Context: an optimization exercise on an open-source flow, tuned for small area, a short achievable clock period and few clock cycles. The choices shown serve that exercise and are no tape-out recipe.
At most, simulation tests tie the RTL to the original design; equivalence was not proved.
Power is estimated from default activity; no workload was simulated.

Design rle_codec, start of the top module:
module rle_codec (
    input  wire        clk,
    input  wire        rst,
    input  wire        in_valid,
    output wire        in_ready,
    input  wire [7:0]  in_data,
    input  wire        in_last,
    input  wire        in_mode,
    output wire        out_valid,
    input  wire        out_ready,
    output wire [7:0]  out_data,
    output wire        done,
    output wire        err,
    output wire [15:0] err_pos
);
clock: 6.0 ns
lec_check: 0
cap_margin: 20
core_margin: 2
core_utilization: 40
cts_buf_list: sky130_fd_sc_hd__clkbuf_8
cts_cluster_diameter: 60
cts_cluster_size: 18
place_density: 0.6
setup_slack_margin: 3.0
slew_margin: 20
run.sh (not shown) runs the stock make flow with config.mk's settings and CLKGATE_MAP_FILE= SYNTH_SCRIPT=/design/flow/synth_recipe.tcl, a recipe that flattens the netlist after the stock synthesis.
Testbench counts at the start, summed over its fixed seeds: cycles 140,343.
==> next run, changes <==
--- a/flow/design.v
+++ b/flow/design.v
@@ -15,26 +15,36 @@
 );
     localparam NR = 128;        
     reg  [10:0] sq0, sq1;       
     reg         sv0, sv1;
     reg         in_rdy;
     reg  [7:0]  lastin;         
     assign in_ready = in_rdy;
     wire        push_in = in_valid && in_rdy;
     wire        pop_in;
-    wire [10:0] nq = {in_data == lastin, in_mode, in_last, in_data};
+    reg         fst;            
+    reg         lmode;          
+    wire        nmode = fst ? in_mode : lmode;
+    wire [10:0] nq = {in_data == lastin, nmode, in_last, in_data};
     wire [7:0]  hd = sq0[7:0];
     wire        hl = sq0[8];
     wire        hm = sq0[9];
     wire        hs = sq0[10];
     wire        hv = sv0;
     always @(posedge clk) begin
-        if (push_in) lastin <= in_data;
+        if (push_in) begin
+            lastin <= in_data;
+            lmode  <= nmode;
+        end
+        if (rst)
+            fst <= 1'b1;
+        else if (push_in)
+            fst <= in_last;
     end
     always @(posedge clk) begin
         if (rst) begin
             sv0    <= 1'b0;
             sv1    <= 1'b0;
             in_rdy <= 1'b1;
         end else begin
             if (pop_in) begin
                 if (sv1) begin
@@ -138,39 +148,32 @@
                 hflag <= 1'b0;
             else if (ring_wr)
                 hflag <= 1'b1;
         end
     end
     reg        lf_push;
     reg  [6:0] lf_val;
     wire       lf_pop;
     reg  [6:0] lfd [0:7];
-    reg  [2:0] lfw, lfr;
-    reg  [3:0] lf_cnt;
-    wire       lf_full = lf_cnt[3];
-    wire       lf_ne   = (lf_cnt != 4'd0);
-    wire [6:0] lf_h    = lfd[lfr];
+    reg  [3:0] lfw, lfr;        
+    wire       lf_full = (lfw[2:0] == lfr[2:0]) && (lfw[3] != lfr[3]);
+    wire       lf_ne   = (lfw != lfr);
+    wire [6:0] lf_h    = lfd[lfr[2:0]];
     always @(posedge clk) begin
-        if (lf_push) lfd[lfw] <= lf_val;
+        if (lf_push) lfd[lfw[2:0]] <= lf_val;
     end
     always @(posedge clk) begin
         if (rst) begin
-            lfw    <= 3'd0;
-            lfr    <= 3'd0;
-            lf_cnt <= 4'd0;
+            lfw <= 4'd0;
+            lfr <= 4'd0;
         end else begin
-            if (lf_push) lfw <= lfw + 3'd1;
-            if (lf_pop)  lfr <= lfr + 3'd1;
-            case ({lf_push, lf_pop})
-            2'b10:   lf_cnt <= lf_cnt + 4'd1;
-            2'b01:   lf_cnt <= lf_cnt - 4'd1;
-            default: lf_cnt <= lf_cnt;
-            endcase
+            if (lf_push) lfw <= lfw + 4'd1;
+            if (lf_pop)  lfr <= lfr + 4'd1;
         end
     end
     reg  [7:0] rd [0:NR-1];
     reg        rm [0:NR-1];
     reg  [6:0] tid;
     reg  [6:0] tid1;            
     reg        rflush;          
     reg        scan;
     reg  [6:0] rp;
@@ -305,21 +308,19 @@
                         err_r  <= 1'b1;
                         errp_r[5:0] <= tap_d[5:0];
                         rs     <= R_IDLE;
                     end
                     endcase
                 end
             end
         end
     end
-    reg        infr;            
-    reg        fmode;           
-    wire       cm = infr ? fmode : hm;
+    wire       cm = hm;         
     reg  [7:0] pv;              
     reg  [1:0] pk;              
     reg        inrun;           
     reg  [6:0] rcm;             
     reg        r0, r1, r127;    
     reg  [6:0] ll;              
     reg  [6:0] llm;             
     reg        lo_r;            
     reg        l126, l127;      
@@ -480,19 +481,18 @@
     wire       l125  = (ll == 7'd125);
     wire       l124  = (ll == 7'd124);
     wire r126  = (rcm == 7'd126);
     wire r2    = (rcm == 7'd2);
     wire hd0   = (hd[6:0] == 7'd0);
     wire hd1   = (hd[6:0] == 7'd1);
     wire hd127 = (hd[6:0] == 7'd127);
     wire d_dec  = dec_go || dec_ov;
     always @(posedge clk) begin
-        if (pop_in) fmode <= cm;
         if (rst) llm <= 7'd127;
         else case (lsel)
         L_ZERO:  llm <= 7'd127;
         L_ONE:   llm <= 7'd0;
         L_INC1:  llm <= ll;
         L_INC2:  llm <= ll_p1;
         default: ;
         endcase
         if (enc_go && (e_run ? !e_rmore : (!e_trip && !e_pair)))
@@ -511,33 +511,31 @@
         end else if ((d_dec && dst == D_LIT) || (dec_w && dst == D_EXP)) begin
             rcm <= rcm - 7'd1;
             r0 <= r1; r1 <= r2; r127 <= r0;
         end
         if (d_dec && d_flag)
             fsp <= pos;
     end
     always @(posedge clk) begin
         if (rst) begin
-            infr   <= 1'b0;
             pk     <= 2'd0;
             inrun  <= 1'b0;
             ll     <= 7'd0;
             lo_r   <= 1'b0;
             l126   <= 1'b0;
             l127   <= 1'b0;
             eflush <= 1'b0;
             dst    <= D_FLAG;
             dlast  <= 1'b0;
             derr   <= 1'b0;
             pos    <= 16'd0;
             pos_c  <= 1'b0;
         end else begin
-            if (pop_in) infr <= !hl;
             case (lsel)
             L_ZERO: begin
                 ll <= 7'd0; lo_r <= 1'b0; l126 <= 1'b0; l127 <= 1'b0;
             end
             L_ONE: begin
                 ll <= 7'd1; lo_r <= 1'b1; l126 <= 1'b0; l127 <= 1'b0;
             end
             L_INC1: begin
                 ll <= ll_p1; lo_r <= 1'b1; l126 <= l125; l127 <= l126;
The new run completed without violations; sequential power is about the same; fmax went down by 0.86%; utilization went up by 0.31 points; global-route usage falls by 0.31 points; register-to-register slack got worse by 0.03 ns; worst setup slack is worse by 0.026 ns; synthesized area decreases by about 0.4%; combinational power stays flat.
For the second run of this note, only the layout was checked, not whether the RTL still works.

[re-timing with driven ports]
The results above use ideal ports. As a check the final layouts listed here were re-extracted and re-timed, cells and wires unchanged.
Step 1, drivers: a clkbuf_16 drives clk and a buf_2 each remaining input, both assumed.
Step 2 moves the port delays by t, midway between the first and last clock arrival at a register: inputs arrive t later, outputs are due t later. That takes back most of the time a late clock gives input paths.
a / b / c = ideal / step 1 / step 2; a / b = the first two.
run	t (ns)	setup slack, ns	latest minus earliest clock arrival (ns)
the first run	0.804	2.994 / 3.004 / 2.225	0.077 / 0.077
the second run	0.783	2.968 / 2.968 / 2.360	0.069 / 0.069
After both steps setup and hold are still met in every run listed. For the first run, which loses most, drivers alone change the setup slack by +0.010 ns; drivers and shift together by -0.769 ns.
